From an optimization exercise on the open Yosys and OpenROAD flow, aimed at small area, a short achievable clock period and few clock cycles; shortcuts taken in it are not production practice.
The RTL was checked by simulation tests, not by an equivalence proof against the original design.
Power is estimated from default activity; no workload was simulated.

==> flow/design.v (excerpt) <==
module sdio_spi_engine (
    input  wire        clk,
    input  wire        rst,             
    input  wire        op_valid,
    output wire        op_ready,
    input  wire [7:0]  op_sel,          
    input  wire [7:0]  op_index,
    input  wire [31:0] op_arg,
    input  wire [16:0] op_count,
    input  wire [9:0]  op_block_size,
    input  wire        op_mode,
    input  wire [1:0]  op_fn,
    input  wire [2:0]  op_width,
    output wire        res_valid,
    output wire [3:0]  res_code,
    output wire [7:0]  res_status,
    output wire [7:0]  res_stuff,
    output wire        ev_valid,
    output wire [2:0]  ev_kind,
    output reg  [7:0]  ev_tx,
    input  wire        ev_ready,
    input  wire [7:0]  ev_rx,
    input  wire        wd_valid,
    output wire        wd_ready,
    input  wire [7:0]  wd_data,
    output reg         rd_valid,
    output wire [7:0]  rd_data
);
Size: ~920 cells after synthesis, ~83 flip-flops, ~150 I/O pins.
Settings: LEC_CHECK=0, CAP_MARGIN=20, CORE_MARGIN=2, CORE_UTILIZATION=40, SETUP_SLACK_MARGIN=2.0, SLEW_MARGIN=20; clock period 5.0 ns.
standard.sh (not shown) runs the stock make flow with config.mk's settings and CLKGATE_MAP_FILE= SYNTH_SCRIPT=/design/flow/synth_recipe.tcl, a recipe that flattens the netlist after the stock synthesis.
==> flow/flow/run.sh <==
#!/bin/bash
# Layout flow: the standard ORFS flow, with the port buffers that
# buffer_ports inserts made from plain sky130_fd_sc_hd__buf_1 cells
# instead of the delay-buffer cell it picks by default. The make output
# of every step goes to standard.log; ORFS keeps each tool's own log
# under orfs/logs/.
set -euo pipefail
export BUFFER_PORTS_ARGS="-buffer_cell sky130_fd_sc_hd__buf_1"
bash standard.sh finish > standard.log 2>&1
Testbench counts at the start, summed over its fixed seeds: cycles 293,774.
Then changed:
==> flow/run.sh (new file) <==
#!/bin/bash
# synth_recipe.tcl (not shown) runs the flow's synth.tcl, then flattens the netlist and writes it again
# the make line also repeats each setting of config.mk as NAME=value (left out here)
make -C /OpenROAD-flow-scripts/flow DESIGN_CONFIG=/design/flow/config.mk WORK_HOME=/design/flow/orfs CLKGATE_MAP_FILE= SYNTH_SCRIPT=/design/flow/synth_recipe.tcl finish
SETUP_SLACK_MARGIN = 2.6   (was 2.0)
removed: flow/flow/run.sh
removed: flow/standard.sh
The new run passed the timing, DRC and antenna checks.
Critical path depth went down by 1.
Flip-flop and latch count is unchanged.
Power went up by 27%.
Worst setup slack is better by 200 ps.
Combinational power went up by 58%.
First-iteration DRC count went up by 26%.

========
Starting RTL as in the previous note.
Settings: LEC_CHECK=0, CAP_MARGIN=20, CORE_MARGIN=2, CORE_UTILIZATION=40, CTS_BUF_LIST=sky130_fd_sc_hd__clkbuf_8, SETUP_SLACK_MARGIN=2.3, SLEW_MARGIN=20; clock period 5.0 ns.
==> flow/flow/run.sh <==
#!/bin/bash
# Layout flow: the standard ORFS flow, with the port buffers that
# buffer_ports inserts made from plain sky130_fd_sc_hd__buf_1 cells
# instead of the delay-buffer cell it picks by default. The make output
# of every step goes to standard.log; ORFS keeps each tool's own log
# under orfs/logs/.
set -euo pipefail
export BUFFER_PORTS_ARGS="-buffer_cell sky130_fd_sc_hd__buf_1"
bash standard.sh finish > standard.log 2>&1
The first run went through all stages and came out clean.
Testbench counts at the start, summed over its fixed seeds: cycles 293,774.
Next try:
CTS_BUF_LIST = default   (was sky130_fd_sc_hd__clkbuf_8)
The changed run finished with timing, DRC and antenna clean.
Design area rose by 0.75%.
Non-clock buffer count fell by 6.
Area after synthesis is unchanged.
Clock skew fell by 0.0047 ns.
Next try:
SETUP_SLACK_MARGIN = 2.55   (was 2.3)
Register-to-register slack gets better by 0.09 ns.
Setup slack improved by 0.011 ns.
Fmax is higher by 0.41%.
Critical path depth rises by 1.
Final area climbs by 9.9%.
Die area is unchanged.
Routed wire length increases by 4.5%.
Synthesized cell count is unchanged.
Power grows by 5.4%.
Sequential power is about the same.

========
sdio_spi_engine, a different RTL version from the one above (not shown whole).
Size: roughly 860 cells after synthesis, roughly 86 flip-flops, roughly 150 I/O pins, about 0.0074 mm2 of cells after synthesis.
Settings: LEC_CHECK=0, CAP_MARGIN=20, CORE_MARGIN=2, CORE_UTILIZATION=40, CTS_BUF_LIST=sky130_fd_sc_hd__clkbuf_8, SETUP_SLACK_MARGIN=2.4, SLEW_MARGIN=20; clock period 5.0 ns.
Scripts as last shown in full above: flow/flow/run.sh
Testbench counts at the start, summed over its fixed seeds: cycles 293,774.
Then changed:
Settings changed: CTS_BUF_LIST sky130_fd_sc_hd__clkbuf_8 to default, SETUP_SLACK_MARGIN 2.4 to 2.0.
=> Non-clock buffer count came out lower by 41; synthesized area is unchanged; cell area came out lower by 6.2%; synthesized cell count stays the same; register-to-register slack is worse by 0.31 ns; setup slack is worse by 0.30 ns; die area stays the same; via count came out lower by 1.8%; hold slack is worse by 0.026 ns; combinational power came out lower by 15%; count of clock-buffer cells in the layout is unchanged.
Then changed:
Settings changed: PLACE_DENSITY from default to 0.75, SETUP_SLACK_MARGIN 2.0 to 2.4.
Result:
- The changed run ran to the end with no violations
- power is higher by 5.5%
- clock power is higher by 2.9%
- global-route usage is lower by 0.24 points
- critical path depth is lower by 1
- setup slack improved by 0.31 ns
- combinational power is higher by 12%
- via count is higher by about 4%
- non-clock buffer count is higher by 25
- wire length is higher by 0.45%
- first-iteration DRC count is lower by 5.9%
- fmax is higher by about 12%
Then changed:
Settings changed: PLACE_DENSITY 0.75 to default, SETUP_SLACK_MARGIN 2.4 to 2.3.
The new run passed the timing, DRC and antenna checks. Worst setup slack got worse by 0.0088 ns. Sequential power barely changes. Sequential share of layout area increases by 0.33 points. Worst hold slack loses 0.012 ns. Cell area shrinks by 1.4%. Combinational power hardly moves. Via count goes down by 3.0%. Cell count hardly moves.
Then changed:
Settings changed: SETUP_SLACK_MARGIN 2.3 to 2.6.
The new run passed the timing, DRC and antenna checks.
Maximum frequency is higher by a few percent.
Register-to-register slack improves by 0.27 ns.
Via count rose by a few percent.
Worst setup slack improves by 0.060 ns.

========
run A:
Starting RTL as in the previous note.
clock: 5.0 ns
lec_check: 0
cap_margin: 20
core_margin: 2
core_utilization: 40
setup_slack_margin: 2.45
slew_margin: 20
Scripts as last shown in full above: flow/flow/run.sh
Testbench counts of run A, summed over its fixed seeds: cycles 293,774.
Relative to run A, the following input files were edited for run B:
--- a/flow/config.mk
+++ b/flow/config.mk
@@ -10,3 +10,3 @@
 export CORE_UTILIZATION = 40
-export SETUP_SLACK_MARGIN = 2.45
+export SETUP_SLACK_MARGIN = 2.4
 export SLEW_MARGIN = 20
==> comparison <==
Run B did not stop at any stage, and its layout met the timing, DRC and antenna checks.
Xor and xnor fraction of the mapped netlist area: run A vs run B identical
Run A has a higher share of power burned in combinational logic than run B.
Between run A and run B, overall power of the completed layout decreased.
Taking run A as the reference, in run B power in the clock group now larger; hold slack comparable.
Of the two values seen for launching instance or port of the critical path, state[3] was produced by run A and state[4] by run B.

[separate check: timing with driven ports]
How much do the figures lean on ideal ports? The routed layouts below were timed once more, with nothing changed but the port constraints. Step 1 (the two cells are an assumption about what drives the block):
set clk [get_ports {clk}]
set_driving_cell -lib_cell sky130_fd_sc_hd__clkbuf_16 $clk
set_driving_cell -lib_cell sky130_fd_sc_hd__buf_2 [delete_from_list [all_inputs] $clk]
Step 2 moves the port delays by t, midway between the first and last clock arrival at a register: inputs arrive t later, outputs are due t later. That takes back most of the time a late clock gives input paths. a / b / c = ideal ports / drivers / drivers and shift; a / b = the first two.
run	shift t [ns]	setup slack, ns	worst setup path at the end	slew at the worst register clock pin (ns)
the first run of note 1	0.396	2.033 / 1.984 / 1.712	input to register	0.07 / 0.07
the second run of note 1	0.409	2.229 / 2.180 / 1.942	input to register	0.07 / 0.07
the first run of note 2	0.424	2.194 / 2.156 / 1.929	input to register	0.11 / 0.11
the second run of note 2	0.390	2.220 / 2.177 / 1.940	input to register	0.07 / 0.07
the third run of note 2	0.399	2.232 / 2.189 / 1.969	input to register	0.07 / 0.07
the first run of note 3	0.425	2.299 / 2.261 / 2.050	input to register	0.11 / 0.11
the second run of note 3	0.405	1.996 / 1.950 / 1.688	input to register	0.08 / 0.08
the third run of note 3	0.411	2.308 / 2.252 / 2.025	input to register	0.08 / 0.08
the fourth run of note 3	0.405	2.299 / 2.245 / 1.952	input to register	0.08 / 0.08
the fifth run of note 3	0.406	2.359 / 2.316 / 2.206	input to register	0.08 / 0.08
run A	0.403	2.292 / 2.249 / 2.122	input to register	0.08 / 0.08
run B	0.394	2.356 / 2.313 / 2.107	input to register	0.08 / 0.08
After both steps every run listed still meets setup and hold. The setup slack of the fourth run of note 3, which loses most, moves by -0.054 ns with the drivers and by -0.347 ns with both steps.
